From an optimization exercise on the open Yosys and OpenROAD flow, aimed at small area, a short achievable clock period and few clock cycles per item; shortcuts taken in it are not production practice.
Function was checked by simulation only, so behaviour that the tests miss may differ from the original.

==> flow/design.v <==
module fir_mac_rhe (
    input  wire        clk,
    input  wire        rst,         
    input  wire        in_valid,
    output wire        in_ready,
    input  wire [31:0] in_coef,
    input  wire [31:0] in_sample,
    input  wire        in_last,
    input  wire [5:0]  in_shift,
    output reg         out_valid,
    output reg  [31:0] out_data
);
    localparam AW = 76;
    assign in_ready = 1'b1;
    wire beat = in_valid & in_ready;
    wire signed [63:0] prod    = $signed(in_coef) * $signed(in_sample);
    wire signed [AW-1:0] prod_x = {{(AW-64){prod[63]}}, prod};
    reg  signed [AW-1:0] acc;        
    wire signed [AW-1:0] acc_next = acc + prod_x;
    reg                  sum_valid;
    reg  signed [AW-1:0] sum_q;
    reg         [5:0]    shift_q;
    always @(posedge clk) begin
        if (rst) begin
            acc       <= {AW{1'b0}};
            sum_valid <= 1'b0;
            sum_q     <= {AW{1'b0}};
            shift_q   <= 6'd0;
        end else begin
            sum_valid <= 1'b0;
            if (beat) begin
                if (in_last) begin
                    sum_q     <= acc_next;
                    shift_q   <= in_shift;
                    sum_valid <= 1'b1;
                    acc       <= {AW{1'b0}};
                end else begin
                    acc <= acc_next;
                end
            end
        end
    end
    wire signed [AW-1:0] q     = sum_q >>> shift_q;
    wire        [AW-1:0] r     = sum_q & ~({AW{1'b1}} << shift_q);
    wire        [AW-1:0] h     = (shift_q == 6'd0) ? {AW{1'b0}}
                                                   : ({{(AW-1){1'b0}}, 1'b1} << (shift_q - 6'd1));
    wire                 up    = (shift_q != 6'd0) &&
                                 ((r > h) || ((r == h) && q[0]));
    wire        [31:0]   z     = q[31:0] + {31'd0, up};
    always @(posedge clk) begin
        if (rst) begin
            out_valid <= 1'b0;
            out_data  <= 32'd0;
        end else begin
            out_valid <= sum_valid;
            if (sum_valid)
                out_data <= z;
        end
    end
endmodule
==> flow/run.sh <==
#!/bin/bash
# synth_recipe.tcl (not shown) runs the flow's synth.tcl, then flattens the netlist and writes it again
# the make line also repeats each setting of config.mk as NAME=value (left out here)
make -C /OpenROAD-flow-scripts/flow DESIGN_CONFIG=/design/flow/config.mk WORK_HOME=/design/flow/orfs CLKGATE_MAP_FILE= SYNTH_SCRIPT=/design/flow/synth_recipe.tcl finish
==> flow/config.mk <==
export PLATFORM = sky130hd
export DESIGN_NAME = fir_mac_rhe
export DESIGN_NICKNAME = fir_mac_rhe
export VERILOG_FILES = /design/flow/design.v
export SDC_FILE = /design/flow/constraint.sdc
export NUM_CORES = 4
export LEC_CHECK = 0
export CAP_MARGIN = 20
export CORE_MARGIN = 2
export CORE_UTILIZATION = 40
export PLACE_DENSITY = 0.6
export SLEW_MARGIN = 20
==> flow/constraint.sdc <==
create_clock -name core_clock -period 10.0 [get_ports {clk}]
set_input_delay 2.0000 -clock core_clock [delete_from_list [all_inputs] [get_ports {clk}]]
set_output_delay 2.0000 -clock core_clock [all_outputs]
set_load 0.01 [all_outputs]
==> summary.txt <==
==> final cells by class <==
class,count,area (um2)
Sequential cell,192,3860
Clock buffer,19,443
Multi-Input combinational cell,4405,48200
Tap cell,1917,2400
Inverter,1375,5170
Fill cell,14000,79200
Clock inverter,11,153
Timing Repair Buffer,636,6010
==> sequential cells by signal (all words and copies together) (netlist names) <==
name / cells
out_valid: 1
shift_q: 6
out_data: 32
sum_valid: 1
sum_q: 76
acc: 76
==> cell usage after synthesis (all sizes together) (40+ instances only) <==
cell type / instances
a2bb2oi: 47
dfxtp: 192
a21o: 59
nor2b: 54
ha: 310
nand4: 40
nand3: 43
o21ai: 96
fa: 1316
nor2: 189
and2: 351
xnor2: 74
inv: 1375
clkbuf: 305
nand2: 1002
mux4: 139
a21oi: 210
buf: 65
mux2i: 48
==> final timing paths <==
kind | slack [ns] | cells past startpoint | endpoint
worst max-delay path | 0.25 | 33 | sum_q[67]
worst min-delay path | 0.46 | 2 | out_data[31]
worst max register to register | 2.20 | 27 | sum_q[74]
worst min register to register | 0.46 | 2 | out_data[31]
==> what timing repair did <==
action	4_1_cts	5_1_grt
endpoints found under the setup margin	6	44
pin swaps	0	36
hold endpoints to repair	0	0
setup buffers	0	5
resized for setup	5	85
==> per-stage QoR <==
stage                     area [um2]  TNS [ns]  util (%)
after global placement         65200    -13.67      44.9
final                          66200         0      45.6
after global routing           66200    -0.120      45.6
after detailed placement       65200    -14.43      44.9
after CTS                      65800         0      45.3
after floorplan                58500         0         -
==> cells by family after synthesis <==
kind of cell | count (synthesis) | share of synthesized area, %
compound gates | 612 | 6.80
xor+xnor | 108 | 1.62
fa+ha+maj | 1626 | 51.7
buf+inv | 1745 | 11.6
flops | 192 | 6.58
mux | 216 | 6.98
other cells | 1 | 0.00642
simple gates | 1842 | 14.7
==> worst register-to-register path, delay by kind of cell, from the launching register on <==
family                   cells  cell delay, ns
flip-flops                   1            0.31
adder cells (fa/ha/maj)      9            4.28
buffers and inverters        7            0.52
AND/OR/NAND/NOR              3            0.64
AO/OA/AOI/OAI                8            1.97
==> layer usage <==
metal  part of all wire, %  global-route usage [%]  up-vias  routed length [um]
met5                     0                       0        -                   0
met4                   1.6                    3.57        0                2590
met3                   5.5                    2.62      179                8980
met2                    48                    37.4     1295               78200
met1                    45                    33.2    22900               74200
li1                      -                       -    19900                   -
==> layout by cell type (no fill, tap or decap), types with 46 or more instances in the layout <==
| cell type | Yosys | layout |
|---|---|---|
| a21oi_1 | 210 | 190 |
| and2_1 | 351 | 348 |
| nor2_1 | 188 | 185 |
| nor2b_1 | 53 | 52 |
| buf_4 | 6 | 444 |
| nand2_1 | 1001 | 998 |
| inv_1 | 1371 | 1367 |
| mux4_2 | 108 | 108 |
| fa_1 | 1316 | 1310 |
| a21o_1 | 59 | 58 |
| buf_12 | 8 | 72 |
| a2bb2oi_1 | 47 | 47 |
| xnor2_1 | 74 | 74 |
| dfxtp_1 | 192 | 186 |
| o21ai_0 | 95 | 90 |
| clkdlybuf4s50_1 | 0 | 101 |
| mux2i_1 | 46 | 46 |
| ha_1 | 310 | 307 |
==> impl_metrics.toml <==
[floorplan]
coreArea_um2 = 145000
die_area_um2 = 149000
die_h_um = 386
die_x_um = 386
io_pins = 108
num_rows = 140
initial_utilization_pct = 40.2

[sta]
hold_viol_final = 0
whs_ns = 0.455
rsz0062_at_grt = "yes"
setup_ws_ns = 0.247
post-route-period-util_pct = 97.5
maxSlewViolCount = 0
max_freq_ghz = 0.103
finalSetupViolations = 0
worst_pin_slew_ns = 1.15
relSlewSlack_pct = 22.7
fin_skew_ns = 0.0154
period_needed_ns = 9.75

[critical_path]
slowest_delay_ns = 0.62
reg2reg_from = "acc[19]"
start_kind = "input pin"
critPathTopFamily = "adder cells"
required_ns = 10.41
crit_path_start = "in_sample[2]"
path_common_cell = "fa_1"
path_buf_inv = 14
arrival_ns = 10.16
worstSetupPathType = "in -> reg"
crit_slowest_cell = "fa_2"
cp_max_fo = 19
critPathCaptureType = "flip-flop"

[detailed_routing]
first_pass_iters = 5
vias_per_cell = 5.18
drc_errors = 0
vias = 44300
ant_nets = 0
drt-initial-drc-count = 3089
wl_um = 164000
drt-wirelength-per-cell_um = 19.2

[synthesis]
async_reset_ff_share_pct = 0
synth-seq-area-share_pct = 6.58
yosysTopAreaCell = "fa_1"
avgSynthCellArea_um2 = 9.22
synth_edf_count = 0
synth_seq_cells = 192
ys_warn_count = 1
synth_top_area_share_pct = 45.1
synthFlopType = "dfxtp_1"
synth_top_cells_by_area = "fa_1 (45%), inv_1 (8.8%), ha_1 (6.6%), dfxtp_1 (6.6%), nand2_1 (6.4%)"
synth_nets = 8042
syn_inst = 6342
synth_cell_types = 87
syn-cell-area_um2 = 58400

[global_routing]
grt_pass1_vias = 47400
antenna_found_initial = 2
globalRouteOverflowTotal = 0
grt_pass1_wl_um = 269000
grt_max_degree = 83
grt_use_total_pct = 22.9

[clock_network]
clock-sinks = 192
numCtsBuffers = 17
clk_path_buf_depth = 2
clk_pin_slew_ns = 0.07
tritoncts = "built"
htreeDepth = 4
clock_latency_ns = 0.47
hold_buffers = 0
cts-root-buf = "clkbuf_16"

[hold_path]
min_from = "out_data[31]"
hp-class = "reg -> reg"

[cells_and_area]
nNetsFinal = 8327
drive_above_1_share_pct = 12.2
area_growth_pct = 13.3
antenna_cells = 0
layoutNonFillerInstCount = 8555

[run]
drv_cap = 0

[place]
gp_congestion = 0.953
placed_cells = 8520
io_buffers = 106
hpwl_um = 142000
dpl_worst_slack_ns = -0.641

[outcome]
outcome = "finished clean"
Testbench counts, summed over its fixed seeds: cycles 26,346, items 26,330.

re-timing with driven ports:
How much do the figures lean on ideal ports? The routed layout below was timed once more, with nothing changed but the port constraints. Step 1, drivers: a clkbuf_16 drives clk and a buf_2 each remaining input, both assumed. Step 2 times the ports against the registers' clock, not the clock port: input delays grow and output delays shrink by t, the midpoint of the rising clock arrivals with the driver on. Slacks: ideal ports / drivers / drivers and shift; pairs: ideal ports / drivers.
t (ns): 0.521
setup WS [ns]: 0.247 / 0.277 / -0.244
latest minus earliest clock arrival (ns): 0.016 / 0.016
cell pins on the clock port's net: 1
With both steps, setup timing fails in this run, where it was met with ideal ports. The setup slack of this run moves by +0.030 ns with the drivers and by -0.491 ns with both steps.
